This design comes from an exercise in tuning for small area on the open sky130 flow, not from production work. RTL that was checked went through simulation tests only; none was proved equivalent to the original. Power figures rest on the tool's default switching activity, not on a simulated workload.

// framer_rx
module framer_rx (
    input  wire        clk,
    input  wire        rst,
    input  wire        in_valid,
    input  wire [7:0]  in_byte,
    input  wire        in_exhaust,
    output reg         ev_valid,
    output wire [2:0]  ev,
    output wire [2:0]  st,
    output reg         frm_byte_valid,
    output wire [7:0]  frm_byte,
    output wire [16:0] frm_len,
    output wire [31:0] frm_crc_rx,
    output wire [31:0] frm_crc_calc,
    output wire [2:0]  hdr_version,
    output wire        hdr_packet_type,
    output wire        hdr_sec_hdr_flag,
    output wire [10:0] hdr_apid,
    output wire [1:0]  hdr_seq_flags,
    output wire [13:0] hdr_seq_count,
    output wire [15:0] hdr_data_length,
    output wire [47:0] hdr_timing_info,
    output wire [7:0]  hdr_segment_number,
    output wire [7:0]  hdr_function_code,
    output wire [15:0] hdr_address_code
);
Size: roughly 650 cells after synthesis, ~200 flip-flops, ~240 I/O pins, ~8500 um^2 of cells after synthesis.
Settings: LEC_CHECK=0, CAP_MARGIN=20, CORE_MARGIN=2, CORE_UTILIZATION=40, SLEW_MARGIN=20; clock period 5.0 ns.
standard.sh (not shown) runs the stock make flow with config.mk's settings and CLKGATE_MAP_FILE= SYNTH_SCRIPT=/design/flow/synth_recipe.tcl, a recipe that flattens the netlist after the stock synthesis.
==> flow/flow/run.sh <==
#!/bin/bash
# The standard layout, with two changes:
#  - ports are buffered with sky130_fd_sc_hd__buf_1 instead of the larger
#    cell buffer_ports picks by default;
#  - CTS inserts no dummy loads.
export BUFFER_PORTS_ARGS="-buffer_cell sky130_fd_sc_hd__buf_1"
export CTS_ARGS="-sink_clustering_enable -repair_clock_nets -dont_use_dummy_load"
bash standard.sh > standard.log 2>&1
Then changed:
--- a/flow/flow/run.sh
+++ b/flow/flow/run.sh
@@ -6,3 +6,3 @@
 export BUFFER_PORTS_ARGS="-buffer_cell sky130_fd_sc_hd__buf_1"
-export CTS_ARGS="-sink_clustering_enable -repair_clock_nets -dont_use_dummy_load"
+export CTS_ARGS="-sink_clustering_enable -repair_clock_nets -dont_use_dummy_load -buf_list {sky130_fd_sc_hd__clkbuf_2 sky130_fd_sc_hd__clkbuf_4 sky130_fd_sc_hd__clkbuf_8}"
 bash standard.sh > standard.log 2>&1
Final area came out lower by 1.9%; hold slack hardly moves; clock skew came out higher by 0.0086 ns; non-clock buffer count does not change; utilization came out lower by 0.91 points; total power came out lower by 10%; clock power came out lower by 30%; sequential share of layout area came out higher by 1.0 points; setup slack gets worse by 0.028 ns.
Then changed:
--- a/flow/flow/run.sh
+++ b/flow/flow/run.sh
@@ -1,3 +1,5 @@
 #!/bin/bash
-# The standard layout, with two changes:
+# The standard layout, with these changes:
+#  - after floorplan, combinational cells are swapped to their smallest
+#    drive strength (flow/downsize.tcl); later repair upsizes where needed;
 #  - ports are buffered with sky130_fd_sc_hd__buf_1 instead of the larger
@@ -5,2 +7,3 @@
 #  - CTS inserts no dummy loads.
+export POST_FLOORPLAN_TCL=$PWD/flow/downsize.tcl
 export BUFFER_PORTS_ARGS="-buffer_cell sky130_fd_sc_hd__buf_1"
==> flow/flow/downsize.tcl (new file) <==
# Run after floorplan (POST_FLOORPLAN_TCL): swap every combinational cell that
# synthesis upsized for timing back to the smallest cell of the same function
# (same name with another drive-strength suffix). Later repair steps upsize
# again where timing needs it.
set db [ord::get_db]
set lib_masters {}
foreach lib [$db getLibs] {
  foreach m [$lib getMasters] {
    dict set lib_masters [$m getName] $m
  }
}
set dont_use $::env(DONT_USE_CELLS)
set swapped 0
foreach inst [[ord::get_db_block] getInsts] {
  set m [$inst getMaster]
  set name [$m getName]
  if {[$m getType] ne "CORE"} { continue }
  if {![regexp {^(sky130_fd_sc_hd__[a-z0-9]+)_([0-9]+)$} $name -> base drive]} { continue }
  # leave sequential cells and buffers as they are
  if {[regexp {__(df|edf|sdf|sedf|dl|buf|clk|conb|tap|fill|decap)} $base]} { continue }
  set area [expr {[$m getWidth] * [$m getHeight]}]
  set best ""
  foreach d {0 1 2} {
    set cand "${base}_$d"
    if {$cand eq $name} { continue }
    if {![dict exists $lib_masters $cand]} { continue }
    if {[lsearch -exact $dont_use $cand] >= 0} { continue }
    set cm [dict get $lib_masters $cand]
    set ca [expr {[$cm getWidth] * [$cm getHeight]}]
    if {$ca < $area} { set area $ca; set best $cand }
  }
  if {$best ne ""} {
    replace_cell [$inst getName] $best
    incr swapped
  }
}
puts "downsize: swapped $swapped cells"
The changed run ran to the end with no violations.
Final cell count barely changes.
Synthesized cell count does not change.
Setup slack degrades by 0.038 ns.
Core utilization shrinks by 0.68 points.
Global-route usage decreases by 0.39 points.
Then changed:
==> flow/run.sh (new file) <==
#!/bin/bash
# synth_recipe.tcl (not shown) runs the flow's synth.tcl, then flattens the netlist and writes it again
# the make line also repeats each setting of config.mk as NAME=value (left out here)
make -C /OpenROAD-flow-scripts/flow DESIGN_CONFIG=/design/flow/config.mk WORK_HOME=/design/flow/orfs CLKGATE_MAP_FILE= SYNTH_SCRIPT=/design/flow/synth_recipe.tcl finish
removed: flow/flow/run.sh
removed: flow/flow/downsize.tcl
removed: flow/standard.sh
Core utilization is higher by 9.5 points.
Design area increases by about a fifth.
Worst setup slack is worse by 0.42 ns.
Non-clock buffer count is lower by 3.
Die area does not change.
Total power is higher by a quarter to a third.
Worst hold slack is better by 0.023 ns.

========
Another version of the RTL of framer_rx (not shown whole).
Size in the first run: roughly 680 cells after synthesis, ~200 flip-flops, ~240 I/O pins, ~8100 sq um of cells after synthesis.
Settings: LEC_CHECK=0, CAP_MARGIN=20, CORE_MARGIN=2, CORE_UTILIZATION=40, SLEW_MARGIN=20; clock period 5.0 ns.
==> flow/flow/run.sh <==
#!/bin/bash
# The standard layout (standard.sh), with these changes:
#  - synthesis maps logic with an area-oriented ABC script (flow/synth.tcl);
#  - after floorplan, combinational cells are swapped to their smallest
#    drive strength (flow/downsize.tcl); later repair upsizes where needed;
#  - ports are buffered with sky130_fd_sc_hd__buf_1 instead of the larger
#    cell buffer_ports picks by default;
#  - CTS uses small clock buffers and inserts no dummy loads.
export FLOW_WORK=$PWD
export MY_ABC_SCRIPT=$PWD/flow/abc_area.script
export POST_FLOORPLAN_TCL=$PWD/flow/downsize.tcl
export BUFFER_PORTS_ARGS="-buffer_cell sky130_fd_sc_hd__buf_1"
export CTS_ARGS="-sink_clustering_enable -repair_clock_nets -dont_use_dummy_load -buf_list {sky130_fd_sc_hd__clkbuf_2 sky130_fd_sc_hd__clkbuf_4 sky130_fd_sc_hd__clkbuf_8}"
sed "s#SYNTH_SCRIPT=[^ ]*#SYNTH_SCRIPT=$PWD/flow/synth.tcl#" standard.sh > flow_standard.sh
grep -q "SYNTH_SCRIPT=$PWD/flow/synth.tcl" flow_standard.sh || { echo "could not set SYNTH_SCRIPT" >&2; exit 1; }
bash flow_standard.sh > standard.log 2>&1
==> flow/flow/abc_area.script <==
strash
dch -f
amap
topo
dnsize
==> flow/flow/synth.tcl <==
# The standard flow's synthesis script (synth_recipe.tcl), with ABC's logic mapping run
# with flow/abc_area.script (area-oriented) instead of ORFS's speed script.
# Flip-flops are mapped before ABC runs, so registers are unchanged.
proc abc {args} {
  set i [lsearch -exact $args -script]
  if {$i >= 0} {
    set args [lreplace $args $i [expr {$i + 1}] -script $::env(MY_ABC_SCRIPT)]
  }
  yosys abc {*}$args
}
source $::env(FLOW_WORK)/synth_recipe.tcl
Other scripts of this flow, unchanged in this note and not shown: flow/flow/downsize.tcl
Then changed:
==> flow/flow/run.sh (replaced) <==
#!/bin/bash
# The standard layout (standard.sh), with these changes:
#  - after floorplan, combinational cells are swapped to their smallest
#    drive strength (flow/downsize.tcl); later repair upsizes where needed;
#  - ports are buffered with sky130_fd_sc_hd__buf_1 instead of the larger
#    cell buffer_ports picks by default;
#  - CTS uses small clock buffers and inserts no dummy loads;
#  - after global routing, repair_timing -recover_power downsizes cells
#    that have timing slack (RECOVER_POWER).
export RECOVER_POWER=100
export POST_FLOORPLAN_TCL=$PWD/flow/downsize.tcl
export BUFFER_PORTS_ARGS="-buffer_cell sky130_fd_sc_hd__buf_1"
export CTS_ARGS="-repair_clock_nets -dont_use_dummy_load -buf_list {sky130_fd_sc_hd__clkbuf_2 sky130_fd_sc_hd__clkbuf_4 sky130_fd_sc_hd__clkbuf_8}"
bash standard.sh > standard.log 2>&1
- CORE_UTILIZATION: 40 -> 65
removed: flow/flow/abc_area.script
removed: flow/flow/synth.tcl
With this change the flow produced a layout that fails on capacitance limit, slew limit.
Sequential power came out lower by 12%.
Total power is lower by 32%.
Clock-buffer cell count goes down by 19.
Die area fell by about 34%.
Cell area is lower by 4.0%.
Fmax rose by 14%.
Non-clock buffer count shrinks by 15.
Synthesized cell count went down by 9.6%.
Wire length is lower by about 20%.
Hold slack gains 0.0067 ns.
No run of this note included a check of the RTL's function; only the layout flow was run.

## static timing again, ports no longer ideal
The results above use ideal ports. As a check the final layouts listed here were re-extracted and re-timed, cells and wires unchanged.
Step 1, drivers: a clkbuf_16 drives clk and a buf_2 each remaining input, both assumed.
Step 2 times the ports against the registers' clock, not the clock port: input delays grow and output delays shrink by t, the midpoint of the rising clock arrivals with the driver on.
Slacks: no drivers / after step 1 / after step 2; pairs: no drivers / after step 1.
run	t, ns	setup slack, ns	hold WS [ns]	worst register clock-pin slew, ns	cell pins on the clock port's net
the first run of note 1	0.466	1.768 / 1.724 / 1.631	0.442 / 0.442 / 0.442	0.08 / 0.08	1
the second run of note 1	0.484	1.739 / 1.701 / 1.645	0.440 / 0.440 / 0.440	0.11 / 0.11	1
the third run of note 1	0.485	1.701 / 1.661 / 1.607	0.429 / 0.429 / 0.429	0.12 / 0.12	1
the fourth run of note 1	0.470	1.280 / 1.240 / 1.234	0.452 / 0.452 / 0.452	0.09 / 0.09	1
the first run of note 2	0.538	0.539 / 0.499 / 0.542	0.439 / 0.439 / 0.439	0.06 / 0.06	1
the second run of note 2	0.488	1.104 / 1.084 / 0.596	0.446 / 0.446 / 0.446	0.10 / 0.10	1
For the second run of note 2, which loses most, drivers alone change the setup slack by -0.020 ns; drivers and shift together by -0.508 ns.
